Background: an optimization exercise with open tools, aiming at small area. Do not read the settings as production practice.
The RTL was checked by simulation tests, not by an equivalence proof against the original design.
In runs 4 to 6 the design's own scripts or RTL, not TritonCTS, make the clock network.
The clock port is modelled as an ideal driver, which makes a skipped or thinned clock tree look cheaper than it is; a real chip needs a root buffer or a tree.
No activity file was given, so power comes from the tool's default toggle rates.

==> flow/design.v <==
module globe_core (
    input  wire         clk,
    input  wire         rst,               
    input  wire         connected,
    input  wire         cmd_valid,
    input  wire [31:0]  cmd,
    input  wire [31:0]  now,
    output wire         cmd_ready,         
    output reg          indicator,
    output wire [15:0]  pwm_duty,
    output reg          pwm_we,            
    output wire [239:0] leds,              
    output reg          led_flush,         
    output reg          begin_accepting    
);
    localparam [23:0] C_GREEN  = 24'h00FF00;
    localparam [23:0] C_BLUE   = 24'h0000FF;
    localparam [23:0] C_PURPLE = 24'hB400FF;
    localparam [23:0] C_YELLOW = 24'hFF9600;
    localparam [1:0] L_START = 2'd0, L_WAIT = 2'd1, L_CONN = 2'd2;
    localparam [1:0] K_BLACK = 2'd0, K_CUR = 2'd1, K_RED = 2'd2, K_AQUA = 2'd3;
    function e_of(input [7:0] p);
        begin
            case (p)
                8'b0_0000_010, 8'b0_0001_000, 8'b0_0001_011, 8'b0_0010_000, 8'b0_0010_011,
                8'b0_0011_001, 8'b0_0011_100, 8'b0_0100_010, 8'b0_0101_000, 8'b0_0101_011,
                8'b0_0110_000, 8'b0_0110_011, 8'b0_0111_001, 8'b0_0111_100, 8'b0_1000_010,
                8'b0_1001_000, 8'b0_1001_011, 8'b1_0000_001, 8'b1_0000_100, 8'b1_0001_001,
                8'b1_0001_011, 8'b1_0010_000, 8'b1_0010_011, 8'b1_0011_010, 8'b1_0100_001,
                8'b1_0100_100, 8'b1_0101_001, 8'b1_0101_011, 8'b1_0110_000, 8'b1_0110_011,
                8'b1_0111_010, 8'b1_1000_001, 8'b1_1000_100, 8'b1_1001_001, 8'b1_1001_011:
                    e_of = 1'b1;
                default: e_of = 1'b0;
            endcase
        end
    endfunction
    reg [1:0]  link_state;
    reg [23:0] cur_color;
    reg [6:0]  step_m1;       
    reg        duty_ramp;     
    reg        act;           
    reg        pend;          
    reg        ph;            
    reg [3:0]  rc;            
    reg [2:0]  rs;            
    reg [15:0] rduty;         
    reg [31:0] next_tick;     
    reg        ticked;        
    reg [1:0]  fc;            
    reg [9:0]  hit;           
    reg        ovr0;          
    reg        blue0;         
    wire [7:0] tag = cmd[31:24];
    wire [2:0] id  = cmd[10:8];
    wire       btn = (tag == 8'h02) && (cmd[15:11] == 5'd0);
    wire       pr  = cmd[0];
    wire conn_step = (link_state == L_CONN) && connected;
    assign cmd_ready = conn_step && cmd_valid;
    reg        ge;
    reg [31:0] now_q;
    reg        cy;
    integer b;
    always @* begin
        ge = 1'b1;
        cy = 1'b0;
        for (b = 0; b < 32; b = b + 1) begin
            ge = (now[b] & ~next_tick[b]) | ((now[b] | ~next_tick[b]) & ge);
            if (b < 9 && ((500 >> b) & 1)) begin
                now_q[b] = ~(now[b] ^ cy);
                cy = now[b] | cy;
            end else begin
                now_q[b] = now[b] ^ cy;
                cy = now[b] & cy;
            end
        end
    end
    wire tick = conn_step && (!ticked || ge);
    reg [15:0] radd;
    reg        ry;
    always @* begin
        ry = e_of({ph, rc, rs});
        for (b = 0; b < 16; b = b + 1) begin
            if ((655 >> b) & 1) begin
                radd[b] = ~(rduty[b] ^ ry);
                ry = rduty[b] | ry;
            end else begin
                radd[b] = rduty[b] ^ ry;
                ry = rduty[b] & ry;
            end
        end
    end
    reg [6:0] step_pm;
    reg       st;
    always @* begin
        st = 1'b1;
        for (b = 0; b < 7; b = b + 1) begin
            step_pm[b] = step_m1[b] ^ st;
            st = st & (step_m1[b] ^ id[0]);
        end
    end
    wire step_end = (step_m1[5:0] == 6'd63) && (step_m1[6] == id[0]);
    reg [23:0] n_color;
    reg [6:0]  n_step;
    reg        n_dramp;
    reg        n_act, n_pend, n_ph;
    reg [3:0]  n_rc;
    reg [2:0]  n_rs;
    reg [15:0] n_rduty;
    reg [1:0]  n_fc;
    reg [9:0]  n_hit;
    reg        n_ovr0;
    reg        n_blue0;
    reg [1:0]  n_link;
    reg        n_we, n_flush, n_begin, n_ind;
    reg        fill;
    reg [1:0]  fcode;
    reg        rw;
    integer k;
    always @* begin
        n_color = cur_color;
        n_step  = step_m1;
        n_dramp = duty_ramp;
        n_act   = act;
        n_pend  = pend;
        n_ph    = ph;
        n_rc    = rc;
        n_rs    = rs;
        n_rduty = rduty;
        n_fc    = fc;
        n_hit   = hit;
        n_ovr0  = ovr0;
        n_blue0 = blue0;
        n_link  = link_state;
        n_we    = 1'b0;
        n_flush = 1'b0;
        n_begin = 1'b0;
        n_ind   = indicator;
        fill    = 1'b0;
        fcode   = K_CUR;
        rw      = 1'b0;
        case (link_state)
            L_START: begin
                n_ovr0  = 1'b1;
                n_blue0 = 1'b0;
                n_flush = 1'b1;
                n_begin = 1'b1;
                n_link  = L_WAIT;
            end
            L_WAIT: if (connected) begin
                n_ovr0  = 1'b1;
                n_blue0 = 1'b1;
                n_flush = 1'b1;
                n_link  = L_CONN;
            end
            L_CONN: if (!connected) begin
                n_ovr0  = 1'b1;
                n_blue0 = 1'b0;
                n_flush = 1'b1;
                n_begin = 1'b1;
                n_link  = L_WAIT;
            end else begin
                if (cmd_valid) begin
                    n_ind = (tag == 8'h02) && pr;
                    if (tag == 8'h01) begin
                        n_color = cmd[23:0];
                        fill = 1'b1;
                    end else if (btn) begin
                        if (pr) begin
                            case (id)
                                3'd0, 3'd1: if (!step_end) begin
                                    fill = 1'b1;
                                    n_step = step_pm;
                                    n_dramp = 1'b0;
                                    n_we = 1'b1;
                                end
                                3'd2: begin
                                    n_color = C_YELLOW;
                                    fill = 1'b1;
                                    n_step = 7'd127;
                                    n_dramp = 1'b0;
                                    n_we = 1'b1;
                                end
                                3'd3: begin
                                    n_color = C_YELLOW;
                                    fill = 1'b1;
                                    n_step = 7'd31;
                                    n_dramp = 1'b0;
                                    n_we = 1'b1;
                                end
                                3'd4: n_pend = 1'b1;
                                3'd5: begin n_color = C_GREEN;  fill = 1'b1; end
                                3'd6: begin n_color = C_BLUE;   fill = 1'b1; end
                                default: begin n_color = C_PURPLE; fill = 1'b1; end
                            endcase
                        end else if (id[2:1] == 2'd0) begin
                            fill = 1'b1;
                            fcode = K_RED;
                        end
                    end
                end
                if (tick && (n_pend || act)) begin
                    n_dramp = 1'b1;
                    n_we = 1'b1;
                    if (n_pend) begin
                        n_pend = 1'b0;
                        n_act = 1'b1;
                        n_ph = 1'b0;
                        n_rc = 4'd0;
                        n_rs = 3'd0;
                        n_rduty = 16'h7FFF;
                        fill = 1'b1;
                        fcode = K_AQUA;
                    end else if (ph && rc == 4'd15) begin
                        n_act = 1'b0;
                        n_rduty = 16'hFFFF;
                        fill = 1'b1;
                        fcode = K_CUR;
                    end else begin
                        rw = 1'b1;
                        if (!ph && rc == 4'd10) begin
                            n_rduty = 16'h0000;
                            n_ph = 1'b1;
                            n_rc = 4'd9;
                            n_rs = 3'd1;
                        end else begin
                            if (!ph && rc == 4'd0 && rs == 3'd0)
                                n_rduty = rduty;
                            else
                                n_rduty = radd;
                            if (rs == 3'd4) begin
                                n_rs = 3'd0;
                                n_rc = ph ? rc - 4'd1 : rc + 4'd1;
                            end else begin
                                n_rs = rs + 3'd1;
                            end
                        end
                    end
                end
                if (fill) begin
                    n_fc = fcode;
                    n_hit = 10'd0;
                    n_ovr0 = 1'b0;
                end
                if (rw) begin
                    for (k = 0; k < 10; k = k + 1)
                        if (rc == k) n_hit[k] = 1'b1;
                    if (rc == 4'd10) n_hit[9] = 1'b1;
                    if (rc == 4'd0) n_ovr0 = 1'b0;
                end
            end
            default: ;
        endcase
    end
    always @(posedge clk)
        if (tick) next_tick <= now_q;
    always @(posedge clk) begin
        ph    <= n_ph;
        rc    <= n_rc;
        rs    <= n_rs;
        rduty <= n_rduty;
    end
    always @(posedge clk) begin
        if (rst) begin
            link_state      <= L_START;
            cur_color       <= C_PURPLE;
            step_m1         <= 7'd127;
            duty_ramp       <= 1'b0;
            act             <= 1'b0;
            pend            <= 1'b0;
            ticked          <= 1'b0;
            fc              <= K_BLACK;
            hit             <= 10'd0;
            ovr0            <= 1'b0;
            blue0           <= 1'b0;
            indicator       <= 1'b0;
            pwm_we          <= 1'b0;
            led_flush       <= 1'b0;
            begin_accepting <= 1'b0;
        end else begin
            link_state      <= n_link;
            cur_color       <= n_color;
            step_m1         <= n_step;
            duty_ramp       <= n_dramp;
            act             <= n_act;
            pend            <= n_pend;
            if (tick) ticked <= 1'b1;
            fc              <= n_fc;
            hit             <= n_hit;
            ovr0            <= n_ovr0;
            blue0           <= n_blue0;
            indicator       <= n_ind;
            pwm_we          <= n_we;
            led_flush       <= n_flush;
            begin_accepting <= n_begin;
        end
    end
    wire [15:0] step_duty = step_m1[6] ? 16'd0 : {step_m1[5:0], 10'h3FF};
    assign pwm_duty = duty_ramp ? rduty ^ {16{ph}} : step_duty;
    genvar g;
    generate
        for (g = 0; g < 10; g = g + 1) begin : g_cell
            wire down    = ph && ((rc == 4'd15) || (rc < g) || (rc == g && rs != 3'd0));
            wire ov      = (g == 0) ? ovr0 : 1'b0;
            wire is_cur  = !ov && !hit[g] && (fc == K_CUR);
            wire is_red  = !ov && (hit[g] ? !down : (fc == K_RED));
            wire is_aqua = !ov && (hit[g] ? down : (fc == K_AQUA));
            wire is_blue = ov && blue0;
            assign leds[24*g +: 24] = ({24{is_cur}} & cur_color)
                                    | ({24{is_red}} & 24'hFF0000)
                                    | ({24{is_aqua}} & 24'h32FFFF)
                                    | ({24{is_blue}} & 24'h0000FF);
        end
    endgenerate
endmodule
==> flow/flow/run.sh <==
#!/bin/bash
# Layout flow: the standard synthesis, then its combinational logic
# re-mapped by ABC with a stronger area script (registers, their cells and
# names untouched), then the standard layout with two changes: the port
# buffers are the smallest buffer cell, and clock tree synthesis inserts
# no dummy loads and uses mid-size clock buffers.
set -euo pipefail
here=$(pwd)
res=$here/orfs/results/$FLOW_PLATFORM/globe_core/base
YOSYS=yosys
if [[ -x $FLOW_HOME/../tools/install/yosys/bin/yosys ]]; then
  YOSYS=$FLOW_HOME/../tools/install/yosys/bin/yosys
fi
LIB=$FLOW_HOME/platforms/sky130hd/lib/sky130_fd_sc_hd__tt_025C_1v80.lib
export BUFFER_PORTS_ARGS="-buffer_cell sky130_fd_sc_hd__buf_1"
export CTS_ARGS="-sink_clustering_enable -repair_clock_nets -dont_use_dummy_load -buf_list {sky130_fd_sc_hd__clkbuf_4 sky130_fd_sc_hd__clkbuf_8}"

bash standard.sh synth > standard_synth.log 2>&1
cp $res/1_2_yosys.v $here/std_synth.v

# re-map the combinational logic, a few ABC seeds in parallel; keep the smallest
R2='balance; rewrite; refactor; balance; rewrite; rewrite -z; balance; refactor -z; rewrite -z; balance'
DU=$(cat $here/flow/dontuse.txt)
for s in 1 2 3 4; do
  printf 'strash\n&get -n\n&deepsyn -T 60 -S %s\n&put\n%s\ndch -f\nmap -a\ntopo\n' $s "$R2" > $here/resynth_$s.abc
  (
    $YOSYS -p "read_liberty -ignore_miss_func $LIB; read_verilog $here/std_synth.v; hierarchy -top $FLOW_TOP; \
      setattr -mod -set blackbox 1 sky130_fd_sc_hd__dfxtp_1 sky130_fd_sc_hd__edfxtp_1 sky130_fd_sc_hd__conb_1; \
      flatten; delete t:\$scopeinfo; opt_clean; \
      abc -liberty $LIB $DU -script $here/resynth_$s.abc; opt_clean -purge; \
      write_verilog -noattr -nohex -nodec $here/resynth_$s.raw.v" > $here/resynth_$s.log 2>&1 &&
    $YOSYS -p "read_liberty -lib -ignore_miss_func $LIB; read_verilog $here/resynth_$s.raw.v; hierarchy -top $FLOW_TOP; \
      hilomap -singleton -hicell sky130_fd_sc_hd__conb_1 HI -locell sky130_fd_sc_hd__conb_1 LO; \
      insbuf -buf sky130_fd_sc_hd__buf_4 A X; \
      check -assert -mapped; \
      tee -o $here/resynth_$s.stat stat -liberty $LIB; \
      write_verilog -noattr -nohex -nodec $here/resynth_$s.v" > $here/resynth_$s.2.log 2>&1 || rm -f $here/resynth_$s.v
  ) &
done
wait
best=""; besta=""
for s in 1 2 3 4; do
  a=$(grep -o "Chip area for module.*: [0-9.]*" $here/resynth_$s.stat 2>/dev/null | awk '{print $NF}' || true)
  if [[ -n "$a" && -s $here/resynth_$s.v ]]; then
    if [[ -z "$besta" ]] || awk "BEGIN{exit !($a < $besta)}"; then best=$s; besta=$a; fi
  fi
done
echo "resynthesis: best seed $best area $besta" > $here/resynth.log
if [[ -n "$best" ]]; then
  cp $here/resynth_$best.v $res/1_2_yosys.v
  rm -f $res/1_synth.odb
fi

bash standard.sh > standard.log 2>&1
==> flow/flow/dontuse.txt <==
-dont_use sky130_fd_sc_hd__probe_p_8 -dont_use sky130_fd_sc_hd__probec_p_8 -dont_use sky130_fd_sc_hd__lpflow_bleeder_1 -dont_use sky130_fd_sc_hd__lpflow_clkbufkapwr_1 -dont_use sky130_fd_sc_hd__lpflow_clkbufkapwr_16 -dont_use sky130_fd_sc_hd__lpflow_clkbufkapwr_2 -dont_use sky130_fd_sc_hd__lpflow_clkbufkapwr_4 -dont_use sky130_fd_sc_hd__lpflow_clkbufkapwr_8 -dont_use sky130_fd_sc_hd__lpflow_clkinvkapwr_1 -dont_use sky130_fd_sc_hd__lpflow_clkinvkapwr_16 -dont_use sky130_fd_sc_hd__lpflow_clkinvkapwr_2 -dont_use sky130_fd_sc_hd__lpflow_clkinvkapwr_4 -dont_use sky130_fd_sc_hd__lpflow_clkinvkapwr_8 -dont_use sky130_fd_sc_hd__lpflow_decapkapwr_12 -dont_use sky130_fd_sc_hd__lpflow_decapkapwr_3 -dont_use sky130_fd_sc_hd__lpflow_decapkapwr_4 -dont_use sky130_fd_sc_hd__lpflow_decapkapwr_6 -dont_use sky130_fd_sc_hd__lpflow_decapkapwr_8 -dont_use sky130_fd_sc_hd__lpflow_inputiso0n_1 -dont_use sky130_fd_sc_hd__lpflow_inputiso0p_1 -dont_use sky130_fd_sc_hd__lpflow_inputiso1n_1 -dont_use sky130_fd_sc_hd__lpflow_inputiso1p_1 -dont_use sky130_fd_sc_hd__lpflow_inputisolatch_1 -dont_use sky130_fd_sc_hd__lpflow_isobufsrc_1 -dont_use sky130_fd_sc_hd__lpflow_isobufsrc_16 -dont_use sky130_fd_sc_hd__lpflow_isobufsrc_2 -dont_use sky130_fd_sc_hd__lpflow_isobufsrc_4 -dont_use sky130_fd_sc_hd__lpflow_isobufsrc_8 -dont_use sky130_fd_sc_hd__lpflow_isobufsrckapwr_16 -dont_use sky130_fd_sc_hd__lpflow_lsbuf_lh_hl_isowell_tap_1 -dont_use sky130_fd_sc_hd__lpflow_lsbuf_lh_hl_isowell_tap_2 -dont_use sky130_fd_sc_hd__lpflow_lsbuf_lh_hl_isowell_tap_4 -dont_use sky130_fd_sc_hd__lpflow_lsbuf_lh_isowell_4 -dont_use sky130_fd_sc_hd__lpflow_lsbuf_lh_isowell_tap_1 -dont_use sky130_fd_sc_hd__lpflow_lsbuf_lh_isowell_tap_2 -dont_use sky130_fd_sc_hd__lpflow_lsbuf_lh_isowell_tap_4 
==> flow/standard.sh <==
#!/bin/bash
# synth_recipe.tcl (not shown) runs the flow's synth.tcl, then flattens the netlist and writes it again
# the make line also repeats each setting of config.mk as NAME=value (left out here)
make -C /OpenROAD-flow-scripts/flow DESIGN_CONFIG=/design/flow/config.mk WORK_HOME=/design/flow/orfs CLKGATE_MAP_FILE= SYNTH_SCRIPT=/design/flow/synth_recipe.tcl "${@:-finish}"
==> flow/config.mk <==
export PLATFORM = sky130hd
export DESIGN_NAME = globe_core
export DESIGN_NICKNAME = globe_core
export VERILOG_FILES = /design/flow/design.v
export SDC_FILE = /design/flow/constraint.sdc
export NUM_CORES = 4
export LEC_CHECK = 0
export ABC_AREA = 1
export CAP_MARGIN = 20
export CORE_AREA = 5.52 5.44 134.32 133.28
export DIE_AREA = 0 0 139.84 138.72
export PLACE_DENSITY = 0.75
export SLEW_MARGIN = 20
==> flow/constraint.sdc <==
create_clock -name core_clock -period 20.0 [get_ports {clk}]
set_input_delay 4.0000 -clock core_clock [delete_from_list [all_inputs] [get_ports {clk}]]
set_output_delay 4.0000 -clock core_clock [all_outputs]
set_load 0.01 [all_outputs]
==> run_results.csv, run 1 <==
group,metric,value,unit
outcome,status,"no timing/DRC/antenna violations",
critical_path,slowest_stage,"a21boi_0",
detailed_routing,drt-wirelength-per-cell,18.60,microns
global_route,grtUsageTotal,28.61,%
yosys,syn-num-nets,1063,
die,die_y,138.7,microns
layout,multi_input_area,3655,sq um
yosys,yosysWarnings,1,
layout,diodes,0,
clock_network,cts_buffers,9,
clock_network,clkLatencyLatePin,390,ps
clock_network,h-tree-depth,3,
clock_network,holdBufCountCts,0,
sta,period_needed,9477,ps
sta,fmax,105.5,MHz
sta,rsz0062_at_grt,"false",
power,powerDensity,51.42,nW/um^2
yosys,synth.avg_cell_area,6.963,sq um
detailed_routing,drt_wl_total,29.11,mm
critical_path,cp_common_cell,"o21ai_0",
clock_network,clkSinkCount,110,
place,portBuffers,328,
place,dp_slack,10090,ps
critical_path,critPathKind,"in2reg",
detailed_routing,drtIter0Drc,1097,
critical_path,endpoint_kind,"register",
detailed_routing,ant_nets,0,
global_route,antenna_found_initial,0,
sta,post-route-period-util,47.39,%
yosys,netlist_instances,995,
die,die-area,19400,sq um
yosys,syn_area,6928,sq um
layout,regArea,2763,sq um
layout,nFillCells,1685,
sta,final.setup.tns,0,ps
power,power_leakage,0.003089,uW
sta,maxSlewViolCount,0,
die,initial_utilization,42.07,%
critical_path,worst_ep_arrival_time,9510,ps
global_route,grt_max_degree,37,
critical_path,rrSetupSlack,13980,ps
critical_path,slowest_delay,510,ps
clock_network,postCtsSetupRepairBufs,0,
place,gp_congestion,0.9814,
clock_network,clk_pin_slew,100,ps
die,num_io_pins,329,
detailed_routing,vias,8864,
global_route,grt_pass1_wl,44.61,mm
sta,tightest_slew,1089,ps
critical_path,worstSetupStartpointType,"input port",
place,dp_hpwl,22.66,mm
min_path,min_path_type,"reg2reg",
layout,syn_to_final_growth,25.16,%
critical_path,crit_cells,31,
layout,fin_nets,1415,
die,die_width,139.8,microns
critical_path,worstPathRequired,20030,ps
sta,finClkSkew,21.54,ps
clock_network,post_cts_resized,0,
detailed_routing,viasPerCell,5.664,
min_path,worstHoldPathCells,2,
sta,setup_violations,0,
critical_path,cp_top_family,"compound AO/OA/AOI/OAI gates",
critical_path,path_buf_inv,4,
global_route,first_global_vias,8071,
critical_path,r2r_cells,29,
clock_network,cts_tree,"built",
sta,hold_violations,0,
sta,max_slew_margin,26.89,%
clock_network,clockBufferDepth,2,
power,peakVddDrop,0.00003295,V
clock_network,cts-root-buf,"clkbuf_8",
global_route,grt-ovfl-total,0,
die,coreArea,16470,sq um
die,rows,47,
run,max-cap-violations,0,
layout,layout-drive-gt1-share,2.454,%
critical_path,cp_max_fo,36,
sta,timing.final.ws_setup,10520,ps
detailed_routing,drcViolationCount,0,
detailed_routing,firstDrtPassIters,9,
final cells by class:
cell class / count / area share, %
inverter: 140 / 6.061
tap: 220 / 3.175
multi-input combinational: 745 / 42.15
clock buffer: 9 / 1.429
timing repair buffer: 341 / 15.32
sequential: 110 / 31.86
stage by stage:
stage / std cells / cell area, sq um / total power, uW / util (%) / hold WS (ps)
5_1_grt: 1565 / 8671 / 464.4 / 52.66 / 504.5
2_1_floorplan: 995 / 6928 / 294.8 / - / 413.6
4_1_cts: 1565 / 8658 / 445.2 / 52.58 / 463.0
3_3_place_gp: 1555 / 8524 / 336.6 / 51.77 / 445.3
3_5_place_dp: 1556 / 8534 / 337.5 / 51.83 / 440.3
6_report: 1565 / 8671 / 445.8 / 52.66 / 462.8
report_power, final:
group / switching [uW] / total, uW / internal [uW] / leakage (uW)
Clock: 70.5 / 111 / 40.7 / 0.0000647
Combinational: 65.6 / 92.2 / 26.6 / 0.00209
Sequential: 2.99 / 242 / 239 / 0.000938
Total: 139 / 446 / 307 / 0.00309
state kept, by name (all words and copies together) (netlist names):
signal and count:
indicator 1, act 1, led_flush 1, link_state 2, cur_color 24, pend 1, next_tick 32, ovr0 1
ticked 1, hit 10, duty_ramp 1, fc 2, pwm_we 1, rduty 16, rs 3, step_m1 7
begin_accepting 1, ph 1, rc 4
cell usage in the layout, fill, tap and decap left out, types with 3 or more instances in the layout:
cell type	count
a221oi_1	8
buf_4	13
a211oi_1	6
o31ai_1	8
clkinv_1	140
o211ai_1	12
buf_1	328
o21ai_1	4
clkbuf_8	9
nor2_1	144
nand3_1	9
a21oi_1	177
edfxtp_1	56
nand4_1	7
a22oi_1	18
dfxtp_1	54
o22ai_1	21
nor2_2	3
xor2_1	9
nand2_1	134
nor3_1	29
o21ai_0	136
o221ai_1	3
a31oi_1	3
tightest hold or removal path: stages (launching register included):
cell	delay, ps
dfxtp_1	330
nand2_1	60
nand2_1	40
routing by layer:
metal | global-route usage [%] | wire (microns) | vias up
met1 | 37.52 | 11690 | 3965
met4 | 9.791 | 787 | 0
met3 | 6.931 | 3355 | 80
met2 | 46.37 | 13270 | 592
met5 | 0 | 0 | -
li1 | - | - | 4227
path summary, 6_finish.rpt:
| path | end | startpoint |
|---|---|---|
| hold / removal | act | act |
| hold reg to reg | act | act |
| setup / recovery | rc[3] | now[2] |
| setup reg to reg | rc[3] | next_tick[1] |
==> run 2, diff against run 1 <==
--- a/flow/design.v
+++ b/flow/design.v
@@ -11,7 +11,7 @@
     output reg          pwm_we,            
     output wire [239:0] leds,              
     output reg          led_flush,         
-    output reg          begin_accepting    
+    output wire         begin_accepting    
 );
     localparam [23:0] C_GREEN  = 24'h00FF00;
     localparam [23:0] C_BLUE   = 24'h0000FF;
@@ -111,7 +111,7 @@
     reg        n_ovr0;
     reg        n_blue0;
     reg [1:0]  n_link;
-    reg        n_we, n_flush, n_begin, n_ind;
+    reg        n_we, n_flush, n_ind;
     reg        fill;
     reg [1:0]  fcode;
     reg        rw;
@@ -133,7 +133,6 @@
         n_link  = link_state;
         n_we    = 1'b0;
         n_flush = 1'b0;
-        n_begin = 1'b0;
         n_ind   = indicator;
         fill    = 1'b0;
         fcode   = K_CUR;
@@ -143,7 +142,6 @@
                 n_ovr0  = 1'b1;
                 n_blue0 = 1'b0;
                 n_flush = 1'b1;
-                n_begin = 1'b1;
                 n_link  = L_WAIT;
             end
             L_WAIT: if (connected) begin
@@ -156,7 +154,6 @@
                 n_ovr0  = 1'b1;
                 n_blue0 = 1'b0;
                 n_flush = 1'b1;
-                n_begin = 1'b1;
                 n_link  = L_WAIT;
             end else begin
                 if (cmd_valid) begin
@@ -275,7 +272,6 @@
             indicator       <= 1'b0;
             pwm_we          <= 1'b0;
             led_flush       <= 1'b0;
-            begin_accepting <= 1'b0;
         end else begin
             link_state      <= n_link;
             cur_color       <= n_color;
@@ -291,9 +287,9 @@
             indicator       <= n_ind;
             pwm_we          <= n_we;
             led_flush       <= n_flush;
-            begin_accepting <= n_begin;
         end
     end
+    assign begin_accepting = led_flush && (link_state == L_WAIT);
     wire [15:0] step_duty = step_m1[6] ? 16'd0 : {step_m1[5:0], 10'h3FF};
     assign pwm_duty = duty_ramp ? rduty ^ {16{ph}} : step_duty;
     genvar g;
--- a/flow/flow/run.sh
+++ b/flow/flow/run.sh
@@ -26,7 +26,7 @@
   (
     $YOSYS -p "read_liberty -ignore_miss_func $LIB; read_verilog $here/std_synth.v; hierarchy -top $FLOW_TOP; \
       setattr -mod -set blackbox 1 sky130_fd_sc_hd__dfxtp_1 sky130_fd_sc_hd__edfxtp_1 sky130_fd_sc_hd__conb_1; \
-      flatten; delete t:\$scopeinfo; opt_clean; \
+      flatten; delete t:\$scopeinfo; rename -hide w:*.*; opt_clean; \
       abc -liberty $LIB $DU -script $here/resynth_$s.abc; opt_clean -purge; \
       write_verilog -noattr -nohex -nodec $here/resynth_$s.raw.v" > $here/resynth_$s.log 2>&1 &&
     $YOSYS -p "read_liberty -lib -ignore_miss_func $LIB; read_verilog $here/resynth_$s.raw.v; hierarchy -top $FLOW_TOP; \
--- a/flow/config.mk
+++ b/flow/config.mk
@@ -6,8 +6,8 @@
 export NUM_CORES = 4
 export LEC_CHECK = 0
 export ABC_AREA = 1
-export CAP_MARGIN = 20
+export CAP_MARGIN = 5
 export CORE_AREA = 5.52 5.44 134.32 133.28
 export DIE_AREA = 0 0 139.84 138.72
 export PLACE_DENSITY = 0.75
-export SLEW_MARGIN = 20
+export SLEW_MARGIN = 5
==> run 2 against run 1 <==
  * Die area stayed put
  * Area after synthesis is 0.20% higher
  * Global-route usage is 0.80 points lower
  * Largest power group unchanged
  * Still clean on timing, DRC and antenna
  * Highest routed layer is now met5
==> run_results.csv, run 2 <==
group,metric,value,unit
outcome,status,"no timing/DRC/antenna violations",
detailed_routing,drtIter0Drc,1090,
run,max-cap-violations,0,
power,pwr-share-clk,29.0,%
sta,tightest_slew,1262,ps
clock_network,cts_buffers,9,
global_route,first_global_vias,8053,
die,die_width,139.8,microns
critical_path,critPathKind,"in2out",
die,initial_utilization,42.16,%
power,combPwrFrac,7.5,%
power,swShare,23.48,%
place,dp_hpwl,22.22,mm
global_route,grt-ovfl-total,0,
die,coreArea,16470,sq um
global_route,grt_max_degree,34,
die,num_io_pins,329,
die,die_y,138.7,microns
yosys,netlist_instances,991,
power,peakVddDrop,0.00002424,V
sta,setup_violations,0,
critical_path,reg2reg_from,"next_tick[1]",
layout,layout_common_cells,"buf_1, a21oi_1, clkinv_1",
clock_network,h-tree-depth,3,
sta,period_needed,9333,ps
layout,largest_register_ffs,32,
layout,regMostFlops,"next_tick",
power,p_total,375.1,uW
layout,final_cells,1559,
global_route,grt_pass1_wl,43.78,mm
layout,nFillCells,1680,
global_route,grtUsageTotal,27.81,%
sta,max_slew_margin,15.84,%
layout,layout_commonest_cell,"buf_1",
critical_path,worstSetupStartpointType,"input port",
detailed_routing,drt-wirelength-per-cell,18.43,microns
yosys,syn_area,6942,sq um
yosys,syn-num-nets,1059,
detailed_routing,drt_wl_total,28.73,mm
sta,post-route-period-util,46.67,%
layout,diodes,0,
sta,fmax,107.1,MHz
sta,maxSlewViolCount,0,
sta,hold_violations,0,
yosys,yosysWarnings,1,
critical_path,reg2reg_to,"ovr0",
critical_path,endpoint_kind,"output pin",
detailed_routing,firstDrtPassIters,5,
clock_network,post_cts_resized,0,
clock_network,holdBufCountCts,0,
power,powerDensity,43.34,nW/um^2
layout,syn_to_final_growth,24.68,%
critical_path,setup.worst_path.end,"cmd_ready",
min_path,worstHoldStart,"act",
power,p_int,287.0,uW
die,rows,47,
clock_network,clockBufferDepth,2,
power,netSwitchingPower,88.09,uW
place,portBuffers,328,
clock_network,clkLatencyLatePin,380,ps
place,gp_congestion,1.032,
critical_path,worstPathRequired,16000,ps
min_path,min_path_type,"reg2reg",
critical_path,r2r_cells,31,
clock_network,postCtsSetupRepairBufs,0,
detailed_routing,vias,8859,
layout,layout-drive-gt1-share,1.942,%
power,p_seq_share,63.5,%
clock_network,cts_tree,"built",
power,power_leakage,0.003041,uW
sta,rsz0062_at_grt,"false",
critical_path,cp_max_fo,6,
critical_path,worst_ep_arrival_time,5330,ps
critical_path,critical_path.startpoint,"connected",
layout,fin_nets,1409,
critical_path,rrSetupSlack,14730,ps
place,place_inst,1550,
die,die-area,19400,sq um
layout,reg.largest.list,"next_tick: 32 flops, cur_color: 24 flops, rduty: 16 flops",
detailed_routing,viasPerCell,5.682,
sta,finClkSkew,30.13,ps
clock_network,clkSinkCount,109,
yosys,synth.avg_cell_area,7.005,sq um
detailed_routing,ant_nets,0,
global_route,antenna_found_initial,1,
clock_network,clk_pin_slew,110,ps
detailed_routing,drcViolationCount,0,
sta,final.setup.tns,0,ps
clock_network,cts-root-buf,"clkbuf_8",
==> run 2: critical path, stage by stage <==
cell,delay (ps)
buf_1,90
clkinv_1,100
nor2_1,160
clkinv_1,80
nor2_1,340
clkinv_1,210
nor2_1,180
buf_1,190
==> run 2: worst min-delay path by stage <==
stage	endpoint	cells after the start	slack (ps)
floorplan	act	2	440
global placement	ticked	2	460
detailed placement	act	2	470
CTS	act	2	480
global route	act	2	510
finish	act	2	480
==> run 2: stage by stage <==
stage | util, % | area, sq um | setup slack (ps) | hold WS (ps)
2_1_floorplan | - | 6942 | 11130 | 438.9
3_3_place_gp | 51.81 | 8531 | 10700 | 456.0
3_5_place_dp | 51.81 | 8531 | 10680 | 466.8
4_1_cts | 52.56 | 8655 | 10670 | 481.6
5_1_grt | 52.56 | 8655 | 10500 | 507.0
6_report | 52.56 | 8655 | 10670 | 484.2
==> run 2: power by group through the flow <==
stage	clock network, uW	logic [uW]	registers, uW
2_1_floorplan	0	15.2	243
3_3_place_gp	0	27.1	243
3_5_place_dp	0	27.7	243
4_1_cts	111	27.9	238
5_1_grt	119	31.7	238
6_report	109	28.1	238
==> run 2: final cells by class <==
cell class	count	area (sq um)	area share, %
clock buffers	9	123.9	1.431
inverters	150	563.0	6.506
multi-input cells	732	3636	42.01
flip-flops and latches	109	2743	31.69
well taps	220	275.3	3.181
repair buffers	339	1314	15.18
==> run 2: metal layers <==
metal	global-route usage, %	share of wire [%]
met5	0	0.045
met4	10.50	3.1
met3	5.586	10
met2	46.11	47
met1	35.85	40
==> run 3, diff against run 2 <==
--- a/flow/design.v
+++ b/flow/design.v
@@ -59,43 +59,45 @@
     reg        ge;
     reg [31:0] now_q;
     reg        cy;
-    integer b;
+    integer i;
     always @* begin
         ge = 1'b1;
         cy = 1'b0;
-        for (b = 0; b < 32; b = b + 1) begin
-            ge = (now[b] & ~next_tick[b]) | ((now[b] | ~next_tick[b]) & ge);
-            if (b < 9 && ((500 >> b) & 1)) begin
-                now_q[b] = ~(now[b] ^ cy);
-                cy = now[b] | cy;
+        for (i = 0; i < 32; i = i + 1) begin
+            ge = (now[i] & ~next_tick[i]) | ((now[i] | ~next_tick[i]) & ge);
+            if (i < 9 && ((500 >> i) & 1)) begin
+                now_q[i] = ~(now[i] ^ cy);
+                cy = now[i] | cy;
             end else begin
-                now_q[b] = now[b] ^ cy;
-                cy = now[b] & cy;
+                now_q[i] = now[i] ^ cy;
+                cy = now[i] & cy;
             end
         end
     end
     wire tick = conn_step && (!ticked || ge);
     reg [15:0] radd;
     reg        ry;
+    integer    j;
     always @* begin
         ry = e_of({ph, rc, rs});
-        for (b = 0; b < 16; b = b + 1) begin
-            if ((655 >> b) & 1) begin
-                radd[b] = ~(rduty[b] ^ ry);
-                ry = rduty[b] | ry;
+        for (j = 0; j < 16; j = j + 1) begin
+            if ((655 >> j) & 1) begin
+                radd[j] = ~(rduty[j] ^ ry);
+                ry = rduty[j] | ry;
             end else begin
-                radd[b] = rduty[b] ^ ry;
-                ry = rduty[b] & ry;
+                radd[j] = rduty[j] ^ ry;
+                ry = rduty[j] & ry;
             end
         end
     end
     reg [6:0] step_pm;
     reg       st;
+    integer   m;
     always @* begin
         st = 1'b1;
-        for (b = 0; b < 7; b = b + 1) begin
-            step_pm[b] = step_m1[b] ^ st;
-            st = st & (step_m1[b] ^ id[0]);
+        for (m = 0; m < 7; m = m + 1) begin
+            step_pm[m] = step_m1[m] ^ st;
+            st = st & (step_m1[m] ^ id[0]);
         end
     end
     wire step_end = (step_m1[5:0] == 6'd63) && (step_m1[6] == id[0]);
--- a/flow/flow/run.sh
+++ b/flow/flow/run.sh
@@ -2,8 +2,8 @@
 # Layout flow: the standard synthesis, then its combinational logic
 # re-mapped by ABC with a stronger area script (registers, their cells and
 # names untouched), then the standard layout with two changes: the port
-# buffers are the smallest buffer cell, and clock tree synthesis inserts
-# no dummy loads and uses mid-size clock buffers.
+# buffers are the smallest buffer cell, and clock tree synthesis inserts no
+# dummy loads and uses mid-size clock buffers.
 set -euo pipefail
 here=$(pwd)
 res=$here/orfs/results/$FLOW_PLATFORM/globe_core/base
@@ -18,10 +18,10 @@
 bash standard.sh synth > standard_synth.log 2>&1
 cp $res/1_2_yosys.v $here/std_synth.v
 
-# re-map the combinational logic, a few ABC seeds in parallel; keep the smallest
+# re-map the combinational logic with eight ABC seeds, four at a time; keep the smallest
 R2='balance; rewrite; refactor; balance; rewrite; rewrite -z; balance; refactor -z; rewrite -z; balance'
 DU=$(cat $here/flow/dontuse.txt)
-for s in 1 2 3 4; do
+for s in 1 2 3 4 5 6 7 8; do
   printf 'strash\n&get -n\n&deepsyn -T 60 -S %s\n&put\n%s\ndch -f\nmap -a\ntopo\n' $s "$R2" > $here/resynth_$s.abc
   (
     $YOSYS -p "read_liberty -ignore_miss_func $LIB; read_verilog $here/std_synth.v; hierarchy -top $FLOW_TOP; \
@@ -36,10 +36,11 @@
       tee -o $here/resynth_$s.stat stat -liberty $LIB; \
       write_verilog -noattr -nohex -nodec $here/resynth_$s.v" > $here/resynth_$s.2.log 2>&1 || rm -f $here/resynth_$s.v
   ) &
+  if (( s % 4 == 0 )); then wait; fi
 done
 wait
 best=""; besta=""
-for s in 1 2 3 4; do
+for s in 1 2 3 4 5 6 7 8; do
   a=$(grep -o "Chip area for module.*: [0-9.]*" $here/resynth_$s.stat 2>/dev/null | awk '{print $NF}' || true)
   if [[ -n "$a" && -s $here/resynth_$s.v ]]; then
     if [[ -z "$besta" ]] || awk "BEGIN{exit !($a < $besta)}"; then best=$s; besta=$a; fi
==> flow/config.mk (replaced) <==
export PLATFORM = sky130hd
export DESIGN_NAME = globe_core
export DESIGN_NICKNAME = globe_core
export VERILOG_FILES = /design/flow/design.v
export SDC_FILE = /design/flow/constraint.sdc
export NUM_CORES = 4
export LEC_CHECK = 0
export ABC_AREA = 1
export CAP_MARGIN = 20
export CORE_AREA = 5.52 5.44 115.92 114.24
export DIE_AREA = 0 0 121.44 119.68
export PLACE_DENSITY = 0.85
export SLEW_MARGIN = 20
==> run 3 against run 2 <==
  * Still clean
  * Final area decreased by 0.91%
  * Utilization rose by 19 points
  * Wire length is 1.7% higher
  * Register-to-register slack lost 260 ps
  * Hold slack improved by 0.96 ps
  * Clock power barely moved
  * Synthesized cell count decreased by 0.91%
  * Clock-buffer cell count is the same
  * Highest routed layer unchanged
==> run_results.csv, run 3 <==
group,metric,value,unit
outcome,status,"no timing/DRC/antenna violations",
die,initial_utilization,57.65,%
sta,hold_violations,0,
detailed_routing,highest_layer,"met5",
sta,rsz0062_at_grt,"false",
layout,largest_register_ffs,32,
clock_network,clkLatencyLatePin,370,ps
detailed_routing,wl_met1,11.27,mm
critical_path,rrSetupSlack,14470,ps
place,place_inst,1467,
min_path,min_path_type,"reg2reg",
layout,nFillCells,1052,
critical_path,worstPathRequired,20240,ps
sta,finClkSkew,26.20,ps
sta,period_needed,9016,ps
global_route,grtUsageTotal,37.81,%
critical_path,cp_common_cell,"nor2_1",
sta,setup_violations,0,
power,combPwrFrac,8.1,%
clock_network,post_cts_resized,0,
detailed_routing,drcViolationCount,0,
global_route,first_global_vias,8179,
critical_path,setup.worst_path.end,"hit[4]",
yosys,yosysWarnings,1,
detailed_routing,viasPerCell,6.194,
critical_path,cp_max_fo,7,
detailed_routing,ant_nets,0,
place,dp_hpwl,22.43,mm
power,p_int,286.9,uW
critical_path,critical_path.startpoint,"now[2]",
sta,tightest_slew,1125,ps
sta,fmax,110.9,MHz
die,coreArea,12010,sq um
layout,syn_to_final_growth,23.85,%
detailed_routing,drt_wl_total,29.22,mm
global_route,grt-ovfl-total,0,
clock_network,clk_pin_slew,80,ps
run,max-cap-violations,0,
place,portBuffers,328,
clock_network,holdBufCountCts,0,
yosys,netlist_instances,982,
yosys,synth.avg_cell_area,7.051,sq um
power,pwr-share-clk,28.7,%
detailed_routing,vias,9148,
detailed_routing,drt-wirelength-per-cell,19.78,microns
clock_network,cts-root-buf,"clkbuf_8",
die,rows,40,
critical_path,reg2reg_from,"next_tick[2]",
critical_path,reg2reg_to,"hit[4]",
clock_network,clockBufferDepth,2,
critical_path,worstSetupStartpointType,"input port",
layout,reg.largest.list,"next_tick: 32 flops, cur_color: 24 flops, rduty: 16 flops",
detailed_routing,route.met3.wl,4.284,mm
yosys,syn-num-nets,1050,
layout,final_cells,1477,
layout,regArea,2743,sq um
place,gp_congestion,1.080,
die,num_io_pins,329,
power,netSwitchingPower,89.11,uW
layout,multi_input_area,3699,sq um
power,swShare,23.70,%
critical_path,critPathKind,"in2reg",
power,peakVddDrop,0.00003140,V
die,die-area,14530,sq um
layout,regMostFlops,"next_tick",
die,die_y,119.7,microns
detailed_routing,met2_wirelength,12.56,mm
power,powerDensity,43.85,nW/um^2
power,power_leakage,0.003039,uW
layout,layout_commonest_cell,"buf_1",
critical_path,endpoint_kind,"register",
detailed_routing,firstDrtPassIters,7,
clock_network,cts_tree,"built",
layout,layout-drive-gt1-share,2.935,%
min_path,worstHoldStart,"ticked",
clock_network,postCtsSetupRepairBufs,0,
detailed_routing,drtIter0Drc,1240,
global_route,antenna_found_initial,2,
global_route,grt_max_degree,34,
critical_path,slowest_stage,"nor2_1",
sta,post-route-period-util,45.08,%
clock_network,h-tree-depth,3,
layout,fin_nets,1399,
clock_network,cts_buffers,9,
global_route,grt_pass1_wl,43.35,mm
yosys,syn_area,6924,sq um
critical_path,r2r_cells,36,
critical_path,worst_ep_arrival_time,9250,ps
sta,maxSlewViolCount,0,
sta,final.setup.tns,0,ps
die,die_width,121.4,microns
sta,max_slew_margin,23.78,%
layout,layout_common_cells,"buf_1, a21oi_1, o21ai_0",
power,p_seq_share,63.3,%
clock_network,clkSinkCount,109,
critical_path,slowest_delay,260,ps
## run 3: power by group through the flow
stage | combinational (uW) | sequential (uW) | clock (uW)
global route | 33.5 | 238 | 114
detailed placement | 29.6 | 243 | 0
global placement | 28.8 | 243 | 0
CTS | 29.7 | 238 | 107
floorplan | 16.0 | 242 | 0
finish | 30.3 | 238 | 108
## run 3: layout make-up
class                   instances  area share (%)
diodes                          1         0.02918
clock buffers                   9           1.444
inverters                     138           6.040
multi-input cells             735           43.13
flip-flops and latches        109           31.98
well taps                     147           2.145
repair buffers                338           15.23
## run 3: routing by layer
| layer | up-vias | global-route usage [%] |
|---|---|---|
| met1 | 4098 | 50.50 |
| met5 | - | 0 |
| met2 | 717 | 56.61 |
| met3 | 119 | 13.38 |
| li1 | 4212 | - |
| met4 | 2 | 13.73 |
## run 3: how the worst min path moves through the flow
| stage | endpoint | slack [ps] | cells past startpoint |
|---|---|---|---|
| 2_1_floorplan | ticked | 440 | 2 |
| 3_3_place_gp | ticked | 460 | 2 |
| 3_5_place_dp | ticked | 470 | 2 |
| 4_1_cts | ticked | 490 | 2 |
| 5_1_grt | cur_color[21] | 520 | 1 |
| 6_report | ticked | 490 | 2 |
## run 3: stage by stage
stage	worst slack (ps)	utilization [%]	cell area, sq um	hold WS, ps	power [uW]
after floorplan	11030	-	6924	439.3	258.4
after global placement	10890	70.02	8411	461.9	271.8
after detailed placement	10700	70.20	8432	467.9	272.6
after CTS	11050	71.23	8556	486.8	374.5
after global routing	10520	71.40	8576	522.4	385.9
final	10980	71.40	8576	485.2	376.0
## run 3: worst max-delay path, delay by kind of cell
family / cells / cell delay (ps)
AO/OA/AOI/OAI: 22 / 3290
AND/OR/NAND/NOR: 13 / 1570
buffers and inverters: 3 / 410
==> run 4, diff against run 3 <==
--- a/flow/flow/run.sh
+++ b/flow/flow/run.sh
@@ -2,8 +2,9 @@
 # Layout flow: the standard synthesis, then its combinational logic
 # re-mapped by ABC with a stronger area script (registers, their cells and
 # names untouched), then the standard layout with two changes: the port
-# buffers are the smallest buffer cell, and clock tree synthesis inserts no
-# dummy loads and uses mid-size clock buffers.
+# buffers are the smallest buffer cell, and after clock tree synthesis the
+# clock tree is rebuilt as one level of four clock buffers, each driving a
+# quarter of the flip-flops (flow/post_cts.tcl).
 set -euo pipefail
 here=$(pwd)
 res=$here/orfs/results/$FLOW_PLATFORM/globe_core/base
@@ -13,15 +14,16 @@
 fi
 LIB=$FLOW_HOME/platforms/sky130hd/lib/sky130_fd_sc_hd__tt_025C_1v80.lib
 export BUFFER_PORTS_ARGS="-buffer_cell sky130_fd_sc_hd__buf_1"
+export POST_CTS_TCL=$here/flow/post_cts.tcl
 export CTS_ARGS="-sink_clustering_enable -repair_clock_nets -dont_use_dummy_load -buf_list {sky130_fd_sc_hd__clkbuf_4 sky130_fd_sc_hd__clkbuf_8}"
 
 bash standard.sh synth > standard_synth.log 2>&1
 cp $res/1_2_yosys.v $here/std_synth.v
 
-# re-map the combinational logic with eight ABC seeds, four at a time; keep the smallest
+# re-map the combinational logic, a few ABC seeds in parallel; keep the smallest
 R2='balance; rewrite; refactor; balance; rewrite; rewrite -z; balance; refactor -z; rewrite -z; balance'
 DU=$(cat $here/flow/dontuse.txt)
-for s in 1 2 3 4 5 6 7 8; do
+for s in 1 2 3 4; do
   printf 'strash\n&get -n\n&deepsyn -T 60 -S %s\n&put\n%s\ndch -f\nmap -a\ntopo\n' $s "$R2" > $here/resynth_$s.abc
   (
     $YOSYS -p "read_liberty -ignore_miss_func $LIB; read_verilog $here/std_synth.v; hierarchy -top $FLOW_TOP; \
@@ -36,11 +38,10 @@
       tee -o $here/resynth_$s.stat stat -liberty $LIB; \
       write_verilog -noattr -nohex -nodec $here/resynth_$s.v" > $here/resynth_$s.2.log 2>&1 || rm -f $here/resynth_$s.v
   ) &
-  if (( s % 4 == 0 )); then wait; fi
 done
 wait
 best=""; besta=""
-for s in 1 2 3 4 5 6 7 8; do
+for s in 1 2 3 4; do
   a=$(grep -o "Chip area for module.*: [0-9.]*" $here/resynth_$s.stat 2>/dev/null | awk '{print $NF}' || true)
   if [[ -n "$a" && -s $here/resynth_$s.v ]]; then
     if [[ -z "$besta" ]] || awk "BEGIN{exit !($a < $besta)}"; then best=$s; besta=$a; fi
==> flow/flow/post_cts.tcl (new file) <==
# Replace the clock tree that CTS built with a one-level tree: the flip-flops
# are split into four quadrants of equal size (by x, then each half by y),
# and each quadrant gets one clock buffer at its centre, driven by the clock
# port.
set bufm sky130_fd_sc_hd__clkbuf_16
set block [ord::get_db_block]
set clk [$block findNet clk]
set ::mcts_sinks {}
set ::mcts_olds {}
proc mcts_walk {net} {
  foreach it [$net getITerms] {
    if {[$it getIoType] ne "INPUT"} continue
    set inst [$it getInst]
    set mname [[$inst getMaster] getName]
    if {[string match "sky130_fd_sc_hd__clkbuf_*" $mname]} {
      lappend ::mcts_olds $inst
      foreach o [$inst getITerms] {
        if {[$o getIoType] eq "OUTPUT" && [$o getNet] ne "NULL"} { mcts_walk [$o getNet] }
      }
    } else {
      set bb [$inst getBBox]
      lappend ::mcts_sinks [list [expr {([$bb xMin] + [$bb xMax]) / 2}] [expr {([$bb yMin] + [$bb yMax]) / 2}] $it]
    }
  }
}
mcts_walk $clk
set sinks $::mcts_sinks
set olds $::mcts_olds
puts "mcts: [llength $sinks] clock sinks, [llength $olds] clock buffers from CTS"
set oldnets {}
foreach inst $olds {
  foreach o [$inst getITerms] {
    if {[$o getIoType] eq "OUTPUT" && [$o getNet] ne "NULL"} { lappend oldnets [$o getNet] }
  }
}
set sinks [lsort -integer -index 0 $sinks]
set n [llength $sinks]
set h [expr {$n / 2}]
set groups {}
foreach half [list [lrange $sinks 0 [expr {$h - 1}]] [lrange $sinks $h end]] {
  set half [lsort -integer -index 1 $half]
  set q [expr {[llength $half] / 2}]
  lappend groups [lrange $half 0 [expr {$q - 1}]] [lrange $half $q end]
}
set master [[ord::get_db] findMaster $bufm]
set g 0
foreach grp $groups {
  set sx 0
  set sy 0
  foreach s $grp { incr sx [lindex $s 0]; incr sy [lindex $s 1] }
  set cx [expr {$sx / [llength $grp]}]
  set cy [expr {$sy / [llength $grp]}]
  set inst [odb::dbInst_create $block $master "mcts_buf_$g"]
  set net [odb::dbNet_create $block "mcts_clk_$g"]
  $net setSigType CLOCK
  foreach s $grp {
    set it [lindex $s 2]
    $it disconnect
    $it connect $net
  }
  [$inst findITerm X] connect $net
  [$inst findITerm A] connect $clk
  $inst setLocation $cx $cy
  $inst setPlacementStatus PLACED
  puts "mcts: buffer $g drives [llength $grp] sinks from ($cx, $cy)"
  incr g
}
foreach inst $olds { odb::dbInst_destroy $inst }
foreach net $oldnets { odb::dbNet_destroy $net }
detailed_placement
check_placement -verbose
estimate_parasitics -placement
report_clock_skew
==> flow/config.mk (replaced) <==
export PLATFORM = sky130hd
export DESIGN_NAME = globe_core
export DESIGN_NICKNAME = globe_core
export VERILOG_FILES = /design/flow/design.v
export SDC_FILE = /design/flow/constraint.sdc
export NUM_CORES = 4
export LEC_CHECK = 0
export ABC_AREA = 1
export CAP_MARGIN = 5
export CORE_AREA = 5.52 5.44 134.32 133.28
export DIE_AREA = 0 0 139.84 138.72
export PLACE_DENSITY = 0.75
export SLEW_MARGIN = 5
==> run 4 against run 3 <==
  * Sequential power about the same
  * Final area up 0.64%
  * Setup slack worse by 350 ps
  * Sequential share of layout area fell by 0.20 points
  * Final cell count grew 5.2%
  * Largest power group unchanged
  * Still clean
==> run_results.csv, run 4 <==
group,metric,value,unit
critical_path,endpoint_kind,"output pin",
yosys,syn-num-nets,1059,
critical_path,critPathKind,"in2out",
sta,tightest_slew,1287,ps
sta,maxSlewViolCount,0,
detailed_routing,vias,8871,
detailed_routing,ant_nets,0,
detailed_routing,viasPerCell,5.708,
critical_path,slowest_stage,"nor2_1",
layout,reg.largest.list,"next_tick: 32 flops, cur_color: 24 flops, rduty: 16 flops",
die,num_io_pins,329,
die,die_width,139.8,microns
power,powerDensity,41.66,nW/um^2
critical_path,path_cells,"buf_1 -> clkinv_1 -> nor2_1 -> clkinv_1 -> nor2_1 -> clkinv_1 -> nor2_1 -> buf_1",
global_route,first_global_vias,8049,
sta,max_slew_margin,14.19,%
detailed_routing,drcViolationCount,0,
global_route,grt_max_degree,34,
critical_path,cp_max_fo,6,
detailed_routing,drt_wl_total,28.71,mm
global_route,grt-ovfl-total,0,
layout,syn_to_final_growth,24.33,%
clock_network,clkLatencyLatePin,170,ps
place,portBuffers,328,
critical_path,cp_top_family,"simple AND/OR/NAND/NOR gates",
detailed_routing,firstDrtPassIters,6,
layout,regMostFlops,"next_tick",
critical_path,path_buf_inv,5,
die,coreArea,16470,sq um
yosys,yosysWarnings,1,
place,dp_hpwl,22.22,mm
layout,layout-drive-gt1-share,1.574,%
detailed_routing,drtIter0Drc,1139,
critical_path,slowest_delay,360,ps
layout,fin_util,52.42,%
detailed_routing,drt-wirelength-per-cell,18.47,microns
die,die-area,19400,sq um
critical_path,worstSetupStartpointType,"input port",
sta,hold_violations,0,
run,max-cap-violations,0,
place,dp_slack,10680,ps
layout,layout_commonest_cell,"buf_1",
outcome,status,"no timing/DRC/antenna violations",
layout,diodes,0,
critical_path,worstPathRequired,16000,ps
yosys,syn_area,6942,sq um
clock_network,clkSinkCount,109,
sta,setup_violations,0,
place,gp_congestion,1.032,
sta,period_needed,9365,ps
sta,rsz0062_at_grt,"false",
layout,layout_common_cells,"buf_1, a21oi_1, clkinv_1",
power,power_leakage,0.003025,uW
global_route,grt_pass1_wl,43.72,mm
layout,largest_register_ffs,32,
sta,fmax,106.8,MHz
clock_network,clk_pin_slew,110,ps
die,rows,47,
yosys,synth.avg_cell_area,7.005,sq um
sta,timing.final.ws_setup,10640,ps
sta,post-route-period-util,46.82,%
power,peakVddDrop,0.00003927,V
sta,final.setup.tns,0,ps
global_route,grtUsageTotal,27.59,%
yosys,netlist_instances,991,
critical_path,worst_ep_arrival_time,5360,ps
layout,fin_nets,1404,
sta,whs,486.9,ps
sta,finClkSkew,13.29,ps
min_path,min_path_type,"reg2reg",
die,die_y,138.7,microns
die,initial_utilization,42.16,%
global_route,antenna_found_initial,1,
==> run 4: worst reg2reg max path, delay by kind of cell, from the launching register on <==
family	cells	cell delay, ps
AOI/OAI and AO/OA	24	3690
buffers and inverters	1	80
DFF	1	380
and+or+nand+nor	6	1020
==> run 4: metal layers <==
| metal | share of wire [%] | wire length, microns | vias up | GRT usage, % |
|---|---|---|---|---|
| met5 | 0.045 | 13 | - | 0 |
| met4 | 3.3 | 947 | 2 | 9.842 |
| met3 | 10 | 2993 | 101 | 5.552 |
| met2 | 47 | 13480 | 573 | 46.11 |
| met1 | 39 | 11280 | 3983 | 35.48 |
| li1 | - | - | 4212 | - |
==> run 4: final timing paths <==
path                startpoint         to  slack (ps)  cells past startpoint
setup / recovery     connected  cmd_ready       10640                      8
hold / removal             act        act         490                      2
setup reg to reg  next_tick[1]       ovr0       14730                     31
hold reg to reg            act        act         490                      2
==> run 4: layout make-up <==
| type | instances | area, sq um |
|---|---|---|
| buffer | 4 | 100.1 |
| fill | 1680 | 7835 |
| inverter | 150 | 563.0 |
| multi-input combinational | 732 | 3636 |
| sequential | 109 | 2743 |
| tap | 220 | 275.3 |
| timing repair buffer | 339 | 1314 |
==> run 4: report_power, final <==
| group | switching, uW | leakage (uW) | internal [uW] |
|---|---|---|---|
| logic | 18.3 | 0.00205 | 9.90 |
| registers | 1.59 | 0.000926 | 237 |
| clock network | 56.2 | 0.0000493 | 37.1 |
==> run 4: metrics by stage <==
step	cells	instance area (sq um)	total power, uW
global route	1554	8631	371.9
finish	1554	8631	359.6
global placement	1550	8531	270.2
floorplan	991	6942	258.0
detailed placement	1550	8531	270.9
==> run 5, diff against run 4 <==
--- a/flow/flow/run.sh
+++ b/flow/flow/run.sh
@@ -4,7 +4,7 @@
 # names untouched), then the standard layout with two changes: the port
 # buffers are the smallest buffer cell, and after clock tree synthesis the
 # clock tree is rebuilt as one level of four clock buffers, each driving a
-# quarter of the flip-flops (flow/post_cts.tcl).
+# quadrant of the flip-flops (flow/post_cts.tcl).
 set -euo pipefail
 here=$(pwd)
 res=$here/orfs/results/$FLOW_PLATFORM/globe_core/base
@@ -20,10 +20,10 @@
 bash standard.sh synth > standard_synth.log 2>&1
 cp $res/1_2_yosys.v $here/std_synth.v
 
-# re-map the combinational logic, a few ABC seeds in parallel; keep the smallest
+# re-map the combinational logic with eight ABC seeds, four at a time; keep the smallest
 R2='balance; rewrite; refactor; balance; rewrite; rewrite -z; balance; refactor -z; rewrite -z; balance'
 DU=$(cat $here/flow/dontuse.txt)
-for s in 1 2 3 4; do
+for s in 1 2 3 4 5 6 7 8; do
   printf 'strash\n&get -n\n&deepsyn -T 60 -S %s\n&put\n%s\ndch -f\nmap -a\ntopo\n' $s "$R2" > $here/resynth_$s.abc
   (
     $YOSYS -p "read_liberty -ignore_miss_func $LIB; read_verilog $here/std_synth.v; hierarchy -top $FLOW_TOP; \
@@ -38,10 +38,11 @@
       tee -o $here/resynth_$s.stat stat -liberty $LIB; \
       write_verilog -noattr -nohex -nodec $here/resynth_$s.v" > $here/resynth_$s.2.log 2>&1 || rm -f $here/resynth_$s.v
   ) &
+  if (( s % 4 == 0 )); then wait; fi
 done
 wait
 best=""; besta=""
-for s in 1 2 3 4; do
+for s in 1 2 3 4 5 6 7 8; do
   a=$(grep -o "Chip area for module.*: [0-9.]*" $here/resynth_$s.stat 2>/dev/null | awk '{print $NF}' || true)
   if [[ -n "$a" && -s $here/resynth_$s.v ]]; then
     if [[ -z "$besta" ]] || awk "BEGIN{exit !($a < $besta)}"; then best=$s; besta=$a; fi
--- a/flow/config.mk
+++ b/flow/config.mk
@@ -9,5 +9,6 @@
 export CAP_MARGIN = 5
 export CORE_AREA = 5.52 5.44 134.32 133.28
 export DIE_AREA = 0 0 139.84 138.72
+export GPL_TIMING_DRIVEN = 0
 export PLACE_DENSITY = 0.75
 export SLEW_MARGIN = 5
==> run 5 against run 4 <==
  * Still clean on timing, DRC and antenna
  * Global-route usage rose by 1.3 points
  * Final cell count fell by 0.58%
  * Synthesized cell count fell by 0.91%
  * Register-to-register slack got worse by 400 ps
  * Sequential power barely moved
  * Critical path depth rose by 30
  * Hold slack got worse by 6.2 ps
  * Setup slack got worse by 16 ps
  * Via count fell by 0.11%
  * Sequential cell count did not move
==> run_results.csv, run 5 <==
group,metric,value,unit
outcome,status,"no timing/DRC/antenna violations",
die,coreArea,16470,sq um
sta,maxSlewViolCount,0,
critical_path,reg2reg_from,"next_tick[2]",
detailed_routing,viasPerCell,5.735,
critical_path,slowest_stage,"a221oi_1",
global_route,first_global_vias,7994,
layout,fin_nets,1395,
power,combPwrFrac,8.2,%
die,die_width,139.8,microns
critical_path,worstSetupStartpointType,"input port",
yosys,netlist_instances,982,
global_route,grt_max_degree,34,
min_path,worstHoldStart,"ticked",
sta,rsz0062_at_grt,"false",
layout,fin_area,8663,sq um
detailed_routing,drtIter0Drc,1008,
die,num_io_pins,329,
power,power_leakage,0.003029,uW
sta,fmax,106.6,MHz
layout,syn_to_final_growth,25.12,%
detailed_routing,drt_wl_total,29.63,mm
critical_path,cp_max_fo,7,
layout,layout_common_cells,"buf_1, a21oi_1, o21ai_0",
power,netSwitchingPower,79.70,uW
power,pwr-share-clk,26.3,%
place,gp_congestion,1.022,
place,dpl_cell_area,8524,sq um
sta,period_needed,9381,ps
critical_path,endpoint_kind,"register",
detailed_routing,drt-wirelength-per-cell,19.18,microns
power,p_int,283.5,uW
detailed_routing,drcViolationCount,0,
detailed_routing,ant_nets,0,
layout,layout_commonest_cell,"buf_1",
place,portBuffers,328,
power,swShare,21.95,%
critical_path,worstPathRequired,20050,ps
layout,diodes,0,
layout,regMostFlops,"next_tick",
sta,tightest_slew,1257,ps
sta,final.setup.tns,0,ps
die,initial_utilization,42.05,%
global_route,grt_pass1_wl,45.28,mm
die,die_y,138.7,microns
sta,setup_violations,0,
power,p_seq_share,65.5,%
global_route,grt-ovfl-total,0,
critical_path,critical_path.startpoint,"now[2]",
clock_network,clk_pin_slew,110,ps
run,max-cap-violations,0,
sta,hold_violations,0,
layout,reg.largest.list,"next_tick: 32 flops, cur_color: 24 flops, rduty: 16 flops",
clock_network,clkLatencyLatePin,180,ps
die,rows,47,
power,peakVddDrop,0.00004184,V
critical_path,worst_ep_arrival_time,9430,ps
detailed_routing,firstDrtPassIters,6,
critical_path,path_buf_inv,3,
layout,fin_util,52.61,%
global_route,grtUsageTotal,28.91,%
critical_path,cp_common_cell,"nor2_1",
power,powerDensity,41.92,nW/um^2
sta,finClkSkew,16.93,ps
yosys,synth.avg_cell_area,7.051,sq um
global_route,antenna_found_initial,0,
sta,max_slew_margin,15.89,%
min_path,min_path_type,"reg2reg",
place,dp_hpwl,23.40,mm
critical_path,slowest_delay,260,ps
layout,largest_register_ffs,32,
yosys,syn_area,6924,sq um
yosys,syn-num-nets,1050,
yosys,yosysWarnings,1,
clock_network,clkSinkCount,109,
detailed_routing,vias,8861,
sta,post-route-period-util,46.91,%
critical_path,cp_top_family,"compound AO/OA/AOI/OAI gates",
die,die-area,19400,sq um
layout,layout-drive-gt1-share,2.415,%
critical_path,critPathKind,"in2reg",
[run 5: area by class of cell]
cell class,instances,area [sq um]
fill,1686,7802
multi-input combinational,735,3699
sequential,109,2743
timing repair buffer,339,1329
inverter,138,518.0
tap,220,275.3
buffer,4,100.1
[run 5: power by group through the flow]
stage	Combinational, uW	Sequential [uW]	Clock (uW)
after global placement	28.5	243	0
after global routing	33.6	238	104
after floorplan	16.0	242	0
final	29.7	238	95.5
after detailed placement	29.2	243	0
[run 5: routing by layer]
metal	part of all wire, %	GRT usage (%)
met1	41	39.35
met2	44	43.96
met3	12	9.759
met5	0	0
met4	2.9	8.159
[run 5: worst register-to-register path, delay by kind of cell, from the launching register on]
kind | cells | cell delay, ps
and+or+nand+nor | 13 | 1650
DFF | 1 | 410
buffers and inverters | 1 | 150
AOI/OAI and AO/OA | 22 | 3360
[run 5: path summary, 6_finish.rpt]
kind | to | slack, ps | cells after the start
min | ticked | 480 | 2
min reg2reg | ticked | 480 | 2
max reg2reg | hit[7] | 14330 | 36
max | hit[7] | 10620 | 38
[run 5: per-stage QoR]
step                      total power (uW)  cells  setup WS [ps]  hold slack, ps
after floorplan                      258.4    982          11030           439.3
after global placement               271.4   1530           9699           457.5
after detailed placement             272.2   1539          10530           467.9
after global routing                 375.7   1545           9892           537.5
final                                363.2   1545          10620           480.7
==> run 6, diff against run 5 <==
--- a/flow/config.mk
+++ b/flow/config.mk
@@ -9,6 +9,5 @@
 export CAP_MARGIN = 5
 export CORE_AREA = 5.52 5.44 134.32 133.28
 export DIE_AREA = 0 0 139.84 138.72
-export GPL_TIMING_DRIVEN = 0
 export PLACE_DENSITY = 0.75
 export SLEW_MARGIN = 5
==> run 6 against run 5 <==
  * Still clean
  * Sequential power about the same
  * Final area down 0.62%
  * Die area unchanged
  * First-iteration DRC count up 5.7%
  * Register-to-register slack better by 840 ps
  * Sequential cell count unchanged
  * Global-route usage down 1.3 points
  * Total power up 0.14%
  * Largest cell class unchanged
  * Largest power group unchanged
==> run_results.csv, run 6 <==
group,metric,value,unit
layout,regMostFlops,"next_tick",
layout,layout_commonest_cell,"buf_1",
detailed_routing,drtIter0Drc,1065,
power,power_leakage,0.003010,uW
layout,fin_area,8610,sq um
power,peakVddDrop,0.00004364,V
detailed_routing,firstDrtPassIters,6,
sta,post-route-period-util,45.61,%
sta,period_needed,9122,ps
global_route,grt-ovfl-total,0,
layout,fin_nets,1396,
layout,layout_common_cells,"buf_1, a21oi_1, clkinv_1",
layout,reg.largest.list,"next_tick: 32 flops, cur_color: 24 flops, rduty: 16 flops",
place,portBuffers,328,
sta,rsz0062_at_grt,"false",
yosys,synth.avg_cell_area,7.034,sq um
sta,setup_violations,0,
power,swShare,21.77,%
sta,tightest_slew,1368,ps
global_route,grt_max_degree,29,
die,die_width,139.8,microns
power,p_seq_share,65.2,%
yosys,syn-num-nets,1050,
sta,whs,457.6,ps
detailed_routing,ant_nets,0,
yosys,syn_area,6908,sq um
die,num_io_pins,329,
sta,fmax,109.6,MHz
sta,final.setup.tns,0,ps
detailed_routing,viasPerCell,5.686,
layout,largest_register_ffs,32,
power,combPwrFrac,8.9,%
layout,fin_util,52.29,%
clock_network,clkSinkCount,109,
min_path,min_path_type,"reg2reg",
detailed_routing,drt_wl_total,28.50,mm
sta,maxSlewViolCount,0,
sta,timing.final.ws_setup,10880,ps
place,dp_slack,10850,ps
global_route,antenna_found_initial,0,
sta,finClkSkew,10.94,ps
place,gp_congestion,0.9816,
power,pwr-share-clk,25.9,%
place,dpl_cell_area,8509,sq um
detailed_routing,drcViolationCount,0,
power,p_int,284.5,uW
critical_path,worstSetupStartpointType,"input port",
yosys,netlist_instances,982,
critical_path,cp_max_fo,5,
die,initial_utilization,41.95,%
global_route,grt_pass1_wl,43.78,mm
detailed_routing,vias,8791,
run,max-cap-violations,0,
critical_path,critPathKind,"in2out",
layout,syn_to_final_growth,24.63,%
global_route,first_global_vias,8007,
layout,layout-drive-gt1-share,2.338,%
clock_network,clk_pin_slew,100,ps
critical_path,worst_ep_arrival_time,5120,ps
power,powerDensity,42.24,nW/um^2
critical_path,endpoint_kind,"output pin",
layout,diodes,0,
yosys,yosysWarnings,1,
die,coreArea,16470,sq um
die,rows,47,
sta,hold_violations,0,
detailed_routing,drt-wirelength-per-cell,18.43,microns
layout,nFillCells,1695,
sta,max_slew_margin,8.825,%
place,dp_hpwl,22.54,mm
global_route,grtUsageTotal,27.64,%
clock_network,clkLatencyLatePin,170,ps
power,netSwitchingPower,79.16,uW
die,die-area,19400,sq um
die,die_y,138.7,microns
critical_path,worstPathRequired,16000,ps
outcome,status,"no timing/DRC/antenna violations",
==> run 6: changes by cell type in the layout (fill, tap and decap cells not counted), moves of 6 or more <==
cell / delta
clkinv_1: +9
a21oi_1: +21
nand3_1: -19
nor2_1: +8
nor3_1: -6
o21ai_0: -13
a221oi_1: -10
==> run 6: per-stage QoR <==
step                power (uW)  instances
floorplan                259.7        982
global placement         273.5       1542
detailed placement       274.1       1542
global route             377.7       1546
finish                   363.7       1546
==> run 6: cell type report <==
type | instances | area (sq um) | area share [%]
sequential | 109 | 2743 | 31.86
multi-input combinational | 726 | 3618 | 42.03
timing repair buffer | 340 | 1321 | 15.35
tap | 220 | 275.3 | 3.197
buffer | 4 | 100.1 | 1.163
inverter | 147 | 551.8 | 6.409
==> run 6: per-layer routing <==
metal | global-route usage (%) | wire, microns | vias to the layer above
met2 | 46.16 | 13180 | 547
li1 | - | - | 4165
met5 | 0 | 0 | -
met3 | 6.448 | 2896 | 82
met1 | 35.51 | 11490 | 3997
met4 | 8.720 | 932 | 0
==> run 6: worst max-delay path, cell delays in order <==
cell      delay, ps
buf_1           100
clkinv_1        100
nor2_1          160
clkinv_1         70
nor2_1          210
clkinv_1        200
nor2_1          130
buf_1           160
==> run 6: worst paths after layout <==
path	end	startpoint	slack, ps	cells after the start
worst min-delay path	ticked	ticked	460	2
worst max-delay path	cmd_ready	connected	10880	8
worst min register to register	ticked	ticked	460	2
worst max register to register	rc[1]	next_tick[1]	15170	28
==> run 6: power by group through the flow <==
stage	Clock (uW)	Sequential (uW)	Combinational [uW]
after floorplan	0	242	17.8
after global placement	0	242	31.4
after detailed placement	0	242	32.0
after global routing	104	237	36.5
final	94.4	237	32.3

-- static timing again, ports no longer ideal --
How much do the figures lean on ideal ports? The routed layouts below were timed once more, with nothing changed but the port constraints.
Step 1 assumes that a clkbuf_16 drives the clock port and a buf_2 every other input.
Step 2 times the ports against the registers' clock, not the clock port: input delays grow and output delays shrink by t, the midpoint of the rising clock arrivals with the driver on.
a / b / c = ideal / step 1 / step 2; a / b = the first two.
run	t (ns)	setup slack, ns	worst setup path after step 2	latest minus earliest clock arrival (ns)	cell pins on the clock port's net
run 1	0.412	10.523 / 10.536 / 10.123	input to register	0.021 / 0.021	1
run 2	0.397	10.667 / 10.630 / 10.630	input to output	0.032 / 0.032	1
run 3	0.390	10.984 / 10.984 / 10.594	input to register	0.026 / 0.026	1
run 4	0.251	10.635 / 10.596 / 10.596	input to output	0.014 / 0.014	4
run 5	0.252	10.619 / 10.673 / 10.421	input to register	0.017 / 0.017	4
run 6	0.252	10.878 / 10.850 / 10.850	input to output	0.011 / 0.011	4
After both steps setup and hold are still met in every run listed. For run 1, which loses most, drivers alone change the setup slack by +0.013 ns; drivers and shift together by -0.400 ns.
